Source: an optimization exercise on an open RTL-to-GDS flow (aim: small area, a short achievable clock period and few clock cycles). Production flows keep margins and buffers that such runs may drop.
In this exercise RTL edits were held to simulation tests only and were not proved equivalent to the original.
No activity file was given, so power comes from the tool's default toggle rates.

// tr1_bitcodec
module tr1_bitcodec (
    input  wire        clk,
    input  wire        rst,         
    input  wire        bus_en,      
    input  wire        bus_we,      
    input  wire [1:0]  bus_space,   
    input  wire [5:0]  bus_addr,    
    input  wire [31:0] bus_wdata,
    output reg  [31:0] bus_rdata,   
    output wire        busy         
);
    localparam W    = 8;                  
    localparam LW   = (W == 8) ? 3 : 4;   
    localparam NW   = 256 / W;            
    localparam AW   = 8 - LW;             
    localparam HG   = (W + 6) / 7;        
    localparam HENC = 7 * W / 4;          
    localparam KMAX = (HENC > 16) ? HENC : 16;    
    localparam CW   = W + KMAX + W;       
    localparam [31:0] CRC_POLY    = 32'h04C11DB7;
    localparam [31:0] CRC_RESIDUE = 32'hC704DD7B;    
    localparam [7:0]  FLAG        = 8'b0111_1110;    
    localparam [2:0] K_CHUNK  = 3'd0;
    localparam [2:0] K_TRL1   = 3'd1;
    localparam [2:0] K_TRL2   = 3'd2;
    localparam [2:0] K_EFLAG  = 3'd3;
    localparam [2:0] K_BUBBLE = 3'd4;
    localparam [2:0] K_WAIT   = 3'd5;
    localparam [2:0] K_SFLAG  = 3'd6;
    localparam [2:0] K_RL1    = 3'd7;
    integer j, t, m, a, b, w;
    reg [255:0] in_bits;    
    reg [255:0] out_bits;
    reg [31:0]  in_blen;
    reg [8:0]   out_blen;
    reg         busy_r;
    reg         err_r;
    reg [3:0]   code_r;
    assign busy = busy_r;
    wire host_wr = bus_en & bus_we & ~busy_r;
    wire [8:0] L = in_blen[8:0];
    wire signed [9:0] Ls = {1'b0, L};
    reg [2:0]    kph;           
    reg          op_bst, op_crc, op_ham, op_var;    
    reg          cnt_pass;      
    reg          legal_q;       
    reg          chk_q;         
    reg [LW-1:0] sh;            
  ...
Size in the first run: about 3,100 cells after synthesis, about 740 flip-flops, roughly 77 I/O pins, ~0.035 mm^2 of cells after synthesis.
Settings: LEC_CHECK=0, ABC_AREA=1, CAP_MARGIN=20, CORE_MARGIN=2, CORE_UTILIZATION=65, SETUP_SLACK_MARGIN=4.6, SLEW_MARGIN=20, TNS_END_PERCENT=100; clock period 8.0 ns.
standard.sh (not shown) runs the stock make flow with config.mk's settings and CLKGATE_MAP_FILE= SYNTH_SCRIPT=/design/flow/synth_recipe.tcl, a recipe that flattens the netlist after the stock synthesis.
==> flow/flow/run.sh <==
#!/bin/bash
# The standard layout (standard.sh), with one change: ABC maps the synthesized
# logic with the area script in flow/abc_area.script (ABC's &nf mapper after
# &dch) instead of ORFS's map-based area script. Registers are mapped before
# ABC runs, so they are the standard synthesis's.
set -euo pipefail
rm -rf scripts_abc
mkdir scripts_abc
cp -rL "$FLOW_HOME/scripts/." scripts_abc/
cp flow/abc_area.script scripts_abc/abc_area.script
export SCRIPTS_DIR="$PWD/scripts_abc"
bash standard.sh > standard.log 2>&1
==> flow/flow/abc_area.script <==
strash
&get -n
&fraig -x
&put
scorr
dc2
strash
&get -n
&dch -f
&nf {D}
&put
Testbench counts at the start, summed over its fixed seeds: cycles 16,814.
==> next run, changes <==
- CORE_UTILIZATION: 65 -> 55
- TNS_END_PERCENT: 100 -> 0
Effect: Clock power rises by about 5%. Total power rises by about 1.3%. Via count falls by about 6.5%. Die area rises by about 18%. Sequential cell count stays the same. Final cell count rises by about 3%. Area after synthesis stays the same. First-iteration DRC count falls by 26%. Fmax rises by about 2.1%. Worst setup slack improved by 0.076 ns. Register-to-register slack stays flat.
==> next run, changes <==
- CORE_UTILIZATION: 55 -> 45
Effect: The changed run finished with timing, DRC and antenna clean; global-route usage decreases by 6.0 points; via count decreases by 2.0%; worst setup slack is worse by 0.11 ns; die area increases by about 22%; final area decreases by 0.37%; clock skew increases by 0.013 ns; area after synthesis is unchanged; total power decreases by about 0.8%; count of clock-buffer cells in the layout increases by 8.
==> next run, changes <==
- CORE_UTILIZATION: 45 -> 55
- SETUP_SLACK_MARGIN: 4.6 -> 4.8
- TNS_END_PERCENT: 0 -> 100
After rerunning:
- utilization climbs by 17 points
- worst setup slack improved by 0.26 ns
- sequential cell count does not change

---

## 09-26
tr1_bitcodec, a different RTL version from the one above (not shown whole).
Size: roughly 730 flip-flops.
clock: 8.0 ns
lec_check: 0
abc_area: 1
cap_margin: 20
core_margin: 2
core_utilization: 55
setup_slack_margin: 5
slew_margin: 20
run.sh (not shown) runs the stock make flow with config.mk's settings and CLKGATE_MAP_FILE= SYNTH_SCRIPT=/design/flow/synth_recipe.tcl, a recipe that flattens the netlist after the stock synthesis.
Stock flow here: none of the scripts above is used.
09-26 was carried through to the last stage, and its layout satisfied the timing, DRC and antenna checks.
Testbench counts of 09-26, summed over its fixed seeds: cycles 16,813.
The following lists how 04-11 was set up differently from 09-26:
==> flow/flow/run.sh (new file) <==
#!/bin/bash
# The standard layout (standard.sh), with one change: ABC maps the synthesized
# logic with the area script in flow/abc_area.script (ABC's &nf mapper after
# &dch) instead of ORFS's map-based area script. Registers are mapped before
# ABC runs, so they are the standard synthesis's.
set -euo pipefail
rm -rf scripts_abc
mkdir scripts_abc
cp -rL "$FLOW_HOME/scripts/." scripts_abc/
cp flow/abc_area.script scripts_abc/abc_area.script
export SCRIPTS_DIR="$PWD/scripts_abc"
bash standard.sh > standard.log 2>&1
==> flow/flow/abc_area.script (new file) <==
strash
&get -n
&fraig -x
&put
scorr
dc2
strash
&get -n
&dch -f
&nf {D}
&put
==> flow/standard.sh (new file) <==
#!/bin/bash
# synth_recipe.tcl (not shown) runs the flow's synth.tcl, then flattens the netlist and writes it again
# the make line also repeats each setting of config.mk as NAME=value (left out here)
make -C /OpenROAD-flow-scripts/flow DESIGN_CONFIG=/design/flow/config.mk WORK_HOME=/design/flow/orfs CLKGATE_MAP_FILE= SYNTH_SCRIPT=/design/flow/synth_recipe.tcl "${@:-finish}"
removed: flow/run.sh
==> summary.txt <==
- Every run (04-11 and 09-26) finished clean.
- 04-11 ended up with fewer standard cells than 09-26.
- The maximum number of pins on one net before global-route repair of 04-11 falls short of that of 09-26 by 55.
- Run comparison: 09-26 capture point of the critical path out_blen[1]; 04-11 capture point of the critical path nb_q[3]
- Cell area reported after detailed placement came out lower on 04-11 than on 09-26.
- Diff 09-26 -> 04-11: sequential cell area share decreased 1.2 points; part of the power in combinational logic went up 0.8 points; total leakage power has decreased; fraction of registers with async set or reset after synthesis neither gained nor lost much.
- 04-11 vs. 09-26: clock buffer count from CTS -3, DRC marker count from the first detailed-route iteration -about 3%.
- Number of core rows ended up 3 lower on 04-11 than on 09-26.
- | largest stage delay on the critical path | 04-11 vs 09-26 | 0.03 ns lower |

---

v28:
RTL: one of the versions met above, not the one the previous note started from.
For scale: about 4000 cells after synthesis, ~740 flip-flops, roughly 38000 um2 of cells after synthesis.
clock: 8.0 ns
lec_check: 0
abc_area: 1
cap_margin: 20
core_margin: 2
core_utilization: 55
setup_slack_margin: 4.6
slew_margin: 20
tns_end_percent: 0
Stock flow here: none of the scripts above is used.
Testbench counts of v28, summed over its fixed seeds: cycles 16,814.
Input-level comparison between v10 and v28:
Settings: changing TNS_END_PERCENT from 0 to 100.
==> flow/flow/run.sh (new file) <==
#!/bin/bash
# The standard layout (standard.sh), with one change: ABC maps the synthesized
# logic with the area script in flow/abc_area.script (ABC's &nf mapper after
# &dch) instead of ORFS's map-based area script. Registers are mapped before
# ABC runs, so they are the standard synthesis's.
set -euo pipefail
rm -rf scripts_abc
mkdir scripts_abc
cp -rL "$FLOW_HOME/scripts/." scripts_abc/
cp flow/abc_area.script scripts_abc/abc_area.script
export SCRIPTS_DIR="$PWD/scripts_abc"
bash standard.sh > standard.log 2>&1
==> flow/flow/abc_area.script (new file) <==
strash
&get -n
&fraig -x
&put
scorr
dc2
strash
&get -n
&dch -f
&nf {D}
&put
==> flow/standard.sh (new file) <==
#!/bin/bash
# synth_recipe.tcl (not shown) runs the flow's synth.tcl, then flattens the netlist and writes it again
# the make line also repeats each setting of config.mk as NAME=value (left out here)
make -C /OpenROAD-flow-scripts/flow DESIGN_CONFIG=/design/flow/config.mk WORK_HOME=/design/flow/orfs CLKGATE_MAP_FILE= SYNTH_SCRIPT=/design/flow/synth_recipe.tcl "${@:-finish}"
removed: flow/run.sh
[summary]
Horizontal extent of the die of v10 falls short of that of v28 by a few percent.
NOTE die area v28->v10 decreased by a few percent
Average cell area after synthesis ends up higher on v10.
v10 ends up with a global-route track usage on met2 that is 4.1 points higher than in v28.
Combinational power sits higher in v10 than in v28.
Part of the power in the clock network: v10 vs v28 up 0.6 points
Non-filler instance count after layout: v10 and v28 compared, lower one is v10
Compared with v28, v10 ends up with more cell area.

---

## the reference run
Another version of the RTL of tr1_bitcodec (not shown whole).
For scale: about 3900 cells after synthesis, ~77 I/O pins.
make LEC_CHECK=0 ABC_AREA=1 CAP_MARGIN=20 CORE_MARGIN=2 CORE_UTILIZATION=55 SETUP_SLACK_MARGIN=4.4 SLEW_MARGIN=20 TNS_END_PERCENT=0 finish   # period 8.0 ns
Stock flow here: none of the scripts above is used.
Testbench counts of the reference run, summed over its fixed seeds: cycles 16,814.
The following lists how the trial run was set up differently from the reference run:
==> flow/flow/run.sh (new file) <==
#!/bin/bash
# The standard layout (standard.sh), with one change: ABC maps the synthesized
# logic with the area script in flow/abc_area.script (ABC's &nf mapper after
# &dch) instead of ORFS's map-based area script. Registers are mapped before
# ABC runs, so they are the standard synthesis's.
set -euo pipefail
rm -rf scripts_abc
mkdir scripts_abc
cp -rL "$FLOW_HOME/scripts/." scripts_abc/
cp flow/abc_area.script scripts_abc/abc_area.script
export SCRIPTS_DIR="$PWD/scripts_abc"
bash standard.sh > standard.log 2>&1
==> flow/flow/abc_area.script (new file) <==
strash
&get -n
&fraig -x
&put
scorr
dc2
strash
&get -n
&dch -f
&nf {D}
&put
==> flow/standard.sh (new file) <==
#!/bin/bash
# synth_recipe.tcl (not shown) runs the flow's synth.tcl, then flattens the netlist and writes it again
# the make line also repeats each setting of config.mk as NAME=value (left out here)
make -C /OpenROAD-flow-scripts/flow DESIGN_CONFIG=/design/flow/config.mk WORK_HOME=/design/flow/orfs CLKGATE_MAP_FILE= SYNTH_SCRIPT=/design/flow/synth_recipe.tcl "${@:-finish}"
removed: flow/run.sh
### Flow results
- Compared the trial run vs the reference run, and combinational group share of total power is down in the trial run.
- The trial run ended with less total length of routed met2 wires than the reference run.
- Changes observed in the trial run relative to the reference run: die outline height shrank by about 2.8%, global-route wire length before repair went down, global-route usage over all layers now sits lower.
- The reference run ended up with simple AND/OR/NAND/NOR gates as its main combinational cell family by area after synthesis; the trial run ended up with compound AO/OA/AOI/OAI gates.

==> port drivers added, routing unchanged <==
Ports are ideal in the flow. The routed layouts listed here were re-timed in OpenROAD. Step 1, drivers: a clkbuf_16 drives clk and a buf_2 each remaining input, both assumed. Step 2 also shifts input and output timing later by t, the mid clock arrival at the registers, as if the neighbouring blocks saw the same clock. Slacks: ideal ports / drivers / drivers and shift; pairs: ideal ports / drivers.
| run | t, ns | setup slack, ns | worst hold slack (ns) | slew at the worst register clock pin (ns) |
|---|---|---|---|---|
| the first run of note 1 | 0.681 | 4.375 / 4.411 / 3.729 | 0.472 / 0.472 / 0.472 | 0.07 / 0.07 |
| the second run of note 1 | 0.687 | 4.451 / 4.402 / 3.748 | 0.470 / 0.470 / 0.470 | 0.07 / 0.07 |
| the third run of note 1 | 0.697 | 4.344 / 4.344 / 3.785 | 0.469 / 0.469 / 0.469 | 0.07 / 0.07 |
| the fourth run of note 1 | 0.694 | 4.603 / 4.618 / 3.930 | 0.470 / 0.470 / 0.470 | 0.07 / 0.07 |
| 09-26 | 0.712 | 4.343 / 4.379 / 3.668 | 0.447 / 0.447 / 0.447 | 0.07 / 0.07 |
| 04-11 | 0.706 | 4.545 / 4.545 / 4.026 | 0.473 / 0.473 / 0.473 | 0.07 / 0.07 |
| v28 | 0.703 | 3.928 / 3.973 / 3.270 | 0.458 / 0.458 / 0.458 | 0.07 / 0.07 |
| v10 | 0.697 | 4.541 / 4.541 / 3.922 | 0.466 / 0.466 / 0.466 | 0.06 / 0.06 |
| the reference run | 0.696 | 4.296 / 4.328 / 3.632 | 0.456 / 0.456 / 0.456 | 0.07 / 0.07 |
| the trial run | 0.690 | 4.190 / 4.208 / 3.538 | 0.459 / 0.459 / 0.459 | 0.07 / 0.07 |
After both steps every run listed still meets setup and hold. For the second run of note 1, which loses most, drivers alone change the setup slack by -0.049 ns; drivers and shift together by -0.703 ns.
